Background: an optimization exercise with open tools, aiming at small area, a short achievable clock period and few clock cycles. Do not read the settings as production practice. RTL that was checked went through simulation tests only; none was proved equivalent to the original.

main:
==> flow/design.v <==
module hchacha20_qr #(
    parameter integer R1 = 16,
    parameter integer R2 = 12
) (
    input  wire [31:0] a_i,
    input  wire [31:0] b_i,
    input  wire [31:0] c_i,
    input  wire [31:0] d_i,
    output wire [31:0] a_o,
    output wire [31:0] b_o,
    output wire [31:0] c_o,
    output wire [31:0] d_o
);
    wire [31:0] a1 = a_i + b_i;
    wire [31:0] dx = d_i ^ a1;
    wire [31:0] d1 = {dx[31-R1:0], dx[31:32-R1]};
    wire [31:0] c1 = c_i + d1;
    wire [31:0] bx = b_i ^ c1;
    wire [31:0] b1 = {bx[31-R2:0], bx[31:32-R2]};
    assign a_o = a1;
    assign b_o = b1;
    assign c_o = c1;
    assign d_o = d1;
endmodule
module hchacha20_round #(
    parameter integer SECOND = 0
) (
    input  wire [511:0] x_i,
    output wire [511:0] x_o
);
    localparam integer R1 = SECOND ? 8 : 16;
    localparam integer R2 = SECOND ? 7 : 12;
    genvar u;
    generate
        for (u = 0; u < 4; u = u + 1) begin : g_qr
            wire [31:0] a_o, b_o, c_o, d_o;
            hchacha20_qr #(.R1(R1), .R2(R2)) u_qr (
                .a_i(x_i[32*(u)      +: 32]),
                .b_i(x_i[32*(4 + u)  +: 32]),
                .c_i(x_i[32*(8 + u)  +: 32]),
                .d_i(x_i[32*(12 + u) +: 32]),
                .a_o(a_o),
                .b_o(b_o),
                .c_o(c_o),
                .d_o(d_o)
            );
            if (SECOND) begin : g_perm
                assign x_o[32*(0  + ((4 - u) % 4)) +: 32] = a_o;
                assign x_o[32*(4  + ((5 - u) % 4)) +: 32] = b_o;
                assign x_o[32*(8  + ((6 - u) % 4)) +: 32] = c_o;
                assign x_o[32*(12 + ((7 - u) % 4)) +: 32] = d_o;
            end else begin : g_keep
                assign x_o[32*(u)      +: 32] = a_o;
                assign x_o[32*(4 + u)  +: 32] = b_o;
                assign x_o[32*(8 + u)  +: 32] = c_o;
                assign x_o[32*(12 + u) +: 32] = d_o;
            end
        end
    endgenerate
endmodule
module hchachacha_core (
    input  wire         clk,
    input  wire         rst_n,       
    input  wire         start,
    input  wire [31:0]  cmdw,
    input  wire [255:0] key,
    input  wire [127:0] din,
    output wire         ready,
    output wire [3:0]   status,
    output wire [127:0] dout,
    output wire [31:0]  cmdr,
    output wire         done,
    output wire         err
);
    localparam [127:0] SIGMA = {32'h6b206574, 32'h79622d32, 32'h3320646e, 32'h61707865};
    reg  [3:0]   status_r;
    reg  [31:0]  cmdr_r;
    reg  [127:0] lr;         
    reg  [255:0] key_r;
    reg  [511:0] s1;         
    reg  [511:0] s2;         
    reg  [5:0]   c;
    reg  [3:0]   k;          
    wire busy = status_r[0];
    wire dir  = cmdr_r[0];
    wire lm   = cmdr_r[1];
    wire cmd_illegal = (cmdw[7:2] != 6'd0);
    wire cmd_badsize = (cmdw[15:8] != 8'd32) || (cmdw[23:16] != 8'd16) ||
                       (cmdw[31:24] != 8'd16);
    wire [511:0] h1, y;
    hchacha20_round #(.SECOND(0)) u_half1 (.x_i(s1), .x_o(h1));
    wire [511:0] s2_in = h1;
    hchacha20_round #(.SECOND(1)) u_half2 (.x_i(s2), .x_o(y));
    wire c_f  = (c == 6'd0);
    wire c_rk = (c == 6'd1);
    wire c_end = (c == 6'd40);
    wire is_w = (k == 4'hf);
    wire last = lm ? (k == 4'd5) : (k == 4'd7);
    wire fin  = lm ? (k == 4'd6) : (k == 4'd8);
    wire [2:0] nm1  = lm ? 3'd5 : 3'd7;
    wire [2:0] ri   = dir ? nm1 - k[2:0] : k[2:0];
    wire [2:0] kn   = k[2:0] + 3'd1;
    wire [2:0] rin  = dir ? nm1 - kn : kn;
    wire [7:0] ctrn = last ? 8'd1 : {5'd0, rin} + 8'd2;
    wire [63:0] l = lr[63:0];
    wire [63:0] r = lr[127:64];
    wire [63:0] h = lm ? (l ^ r) : (ri[0] ? l : r);
    wire [127:0] w_lo = y[127:0];                
    wire [127:0] w_hi = y[511:384];              
    wire [255:0] pout = {y[511:384], y[127:0]};
    wire [63:0]  m    = y[63:0];
    wire [63:0] lm_x  = l ^ m;
    wire [63:0] lsig  = {lm_x[31:0] ^ lm_x[63:32], lm_x[63:32]};
    wire [63:0] lsigi = {lm_x[31:0], lm_x[31:0] ^ lm_x[63:32]};
    reg  [63:0] l_n, r_n;
    always @(*) begin
        if (lm) begin
            r_n = r ^ m;
            if (last)     l_n = lm_x;
            else if (dir) l_n = lsigi;
            else          l_n = lsig;
        end else begin
            l_n = ri[0] ? l : lm_x;
            r_n = ri[0] ? r ^ m : r;
        end
    end
    always @(posedge clk or negedge rst_n) begin
        if (!rst_n) begin
            status_r <= 4'd0;
            cmdr_r   <= 32'd0;
            lr       <= 128'd0;
            c        <= 6'd0;
            k        <= 4'hf;
        end else if (!busy) begin
            c <= 6'd1;
            k <= 4'hf;
            if (start) begin
                cmdr_r <= cmdw;
                if (cmd_illegal) begin
                    status_r <= 4'b1000;
                end else if (cmd_badsize) begin
                    status_r <= 4'b0100;
                end else begin
                    status_r <= 4'b0001;
                    lr       <= din;
                end
            end
        end else begin
            c <= c_end ? 6'd0 : c + 6'd1;
            if (c_end) begin
                k <= k + 4'd1;
                if (is_w)
                    lr <= lr ^ (dir ? w_hi : w_lo);
                else
                    lr <= {r_n, l_n};
            end
            if (c_f && fin) begin
                lr       <= lr ^ (dir ? w_lo : w_hi);
                status_r <= 4'b0010;
            end
        end
    end
    always @(posedge clk) begin
        s2 <= s2_in;
        if (!busy) begin
            key_r <= key;
            s1    <= {128'd0, key, SIGMA} | {8'd1, 504'd0};
        end else begin
            if (c_f)
                s1 <= {64'd0, h, pout, SIGMA};
            else if (c_rk)
                s1 <= {ctrn, 120'd0, key_r, SIGMA};
            else
                s1 <= y;
        end
    end
    assign ready  = !busy;
    assign status = status_r;
    assign dout   = lr;
    assign cmdr   = cmdr_r;
    assign done   = status_r[1];
    assign err    = status_r[3] | status_r[2];
endmodule
Settings: LEC_CHECK=0, CAP_MARGIN=20, CORE_MARGIN=2, CORE_UTILIZATION=40, PLACE_DENSITY=0.6, SETUP_SLACK_MARGIN=1.0, SLEW_MARGIN=20; clock period 15.0 ns.
standard.sh (not shown) runs the stock make flow with config.mk's settings and CLKGATE_MAP_FILE= SYNTH_SCRIPT=/design/flow/synth_recipe.tcl, a recipe that flattens the netlist after the stock synthesis.
==> flow/flow/run.sh <==
#!/bin/bash
set -euo pipefail
bash standard.sh synth > flow_synth.log 2>&1
bash standard.sh SETUP_SLACK_MARGIN=9 finish > flow_finish.log 2>&1
Testbench counts of main, summed over its fixed seeds: cycles 42,440.
Edits applied to the flow inputs when going from main to the feature branch:
--- a/flow/design.v
+++ b/flow/design.v
@@ -12,8 +12,10 @@
     output wire [31:0] d_o
 );
-    wire [31:0] a1 = a_i + b_i;
+    wire [31:0] a1;
+    hchacha20_add u_add_a (.a(a_i), .b(b_i), .s(a1));
     wire [31:0] dx = d_i ^ a1;
     wire [31:0] d1 = {dx[31-R1:0], dx[31:32-R1]};
-    wire [31:0] c1 = c_i + d1;
+    wire [31:0] c1;
+    hchacha20_add u_add_c (.a(c_i), .b(d1), .s(c1));
     wire [31:0] bx = b_i ^ c1;
     wire [31:0] b1 = {bx[31-R2:0], bx[31:32-R2]};
@@ -22,4 +24,30 @@
     assign c_o = c1;
     assign d_o = d1;
+endmodule
+module hchacha20_add (
+    input  wire [31:0] a,
+    input  wire [31:0] b,
+    output wire [31:0] s
+);
+    wire [31:0] g [0:5];
+    wire [31:0] p [0:5];
+    assign g[0] = a & b;
+    assign p[0] = a ^ b;
+    genvar l, i;
+    generate
+        for (l = 0; l < 5; l = l + 1) begin : g_lvl
+            for (i = 0; i < 32; i = i + 1) begin : g_bit
+                if ((i >> l) & 1) begin : g_op
+                    localparam integer J = ((i >> l) << l) - 1;
+                    assign g[l+1][i] = g[l][i] | (p[l][i] & g[l][J]);
+                    assign p[l+1][i] = p[l][i] & p[l][J];
+                end else begin : g_pass
+                    assign g[l+1][i] = g[l][i];
+                    assign p[l+1][i] = p[l][i];
+                end
+            end
+        end
+    endgenerate
+    assign s = p[0] ^ {g[5][30:0], 1'b0};
 endmodule
 module hchacha20_round #(
Notes after the runs:
Against main, the feature branch comes in 6.8% lower on area after synthesis. The higher wire length of the feature branch and main is in main. Compared with main, the feature branch shows a lower number of distinct standard cells referenced by the synthesized netlist. Summary of the feature branch over main: total half-perimeter wirelength after legalization and detailed placement shrank by 11%, wire length on met3 shrank by 7500 um, cell area shrank by 5500 um2. Relative to main, number of buffers added for setup after CTS increased by 3.8% in the feature branch. Between main and the feature branch, the flow reports detailed-route vias per instance decreasing by a few percent. Sort the feature branch and main by die outline width, descending, and main comes first.
For the feature branch, only the layout was checked, not whether the RTL still works.

==> what the ideal ports hide <==
The flow's constraints put no driver on any port. The routed layouts listed below were extracted and timed again, unchanged, in two steps. Step 1, drivers: a clkbuf_16 drives clk and a buf_2 each remaining input, both assumed. Step 2 adds t to the input delays and takes it off the output delays; t is the mean of the earliest and latest rising clock arrival at the registers after step 1. Input paths then give back, and output paths get back, about the clock's delay inside the block. Three values: ideal ports, drivers, drivers and shift; two values: the first two.
| run | shift t [ns] | setup slack, ns | worst setup path after step 2 | cell pins on the clock port's net |
|---|---|---|---|---|
| main | 0.979 | 8.810 / 8.810 / 8.088 | input to register | 1 |
| the feature branch | 0.942 | 8.507 / 8.507 / 8.257 | input to register | 1 |
After both steps every run listed still meets setup and hold. For main, which loses most, drivers alone change the setup slack by 0.000 ns; drivers and shift together by -0.722 ns.
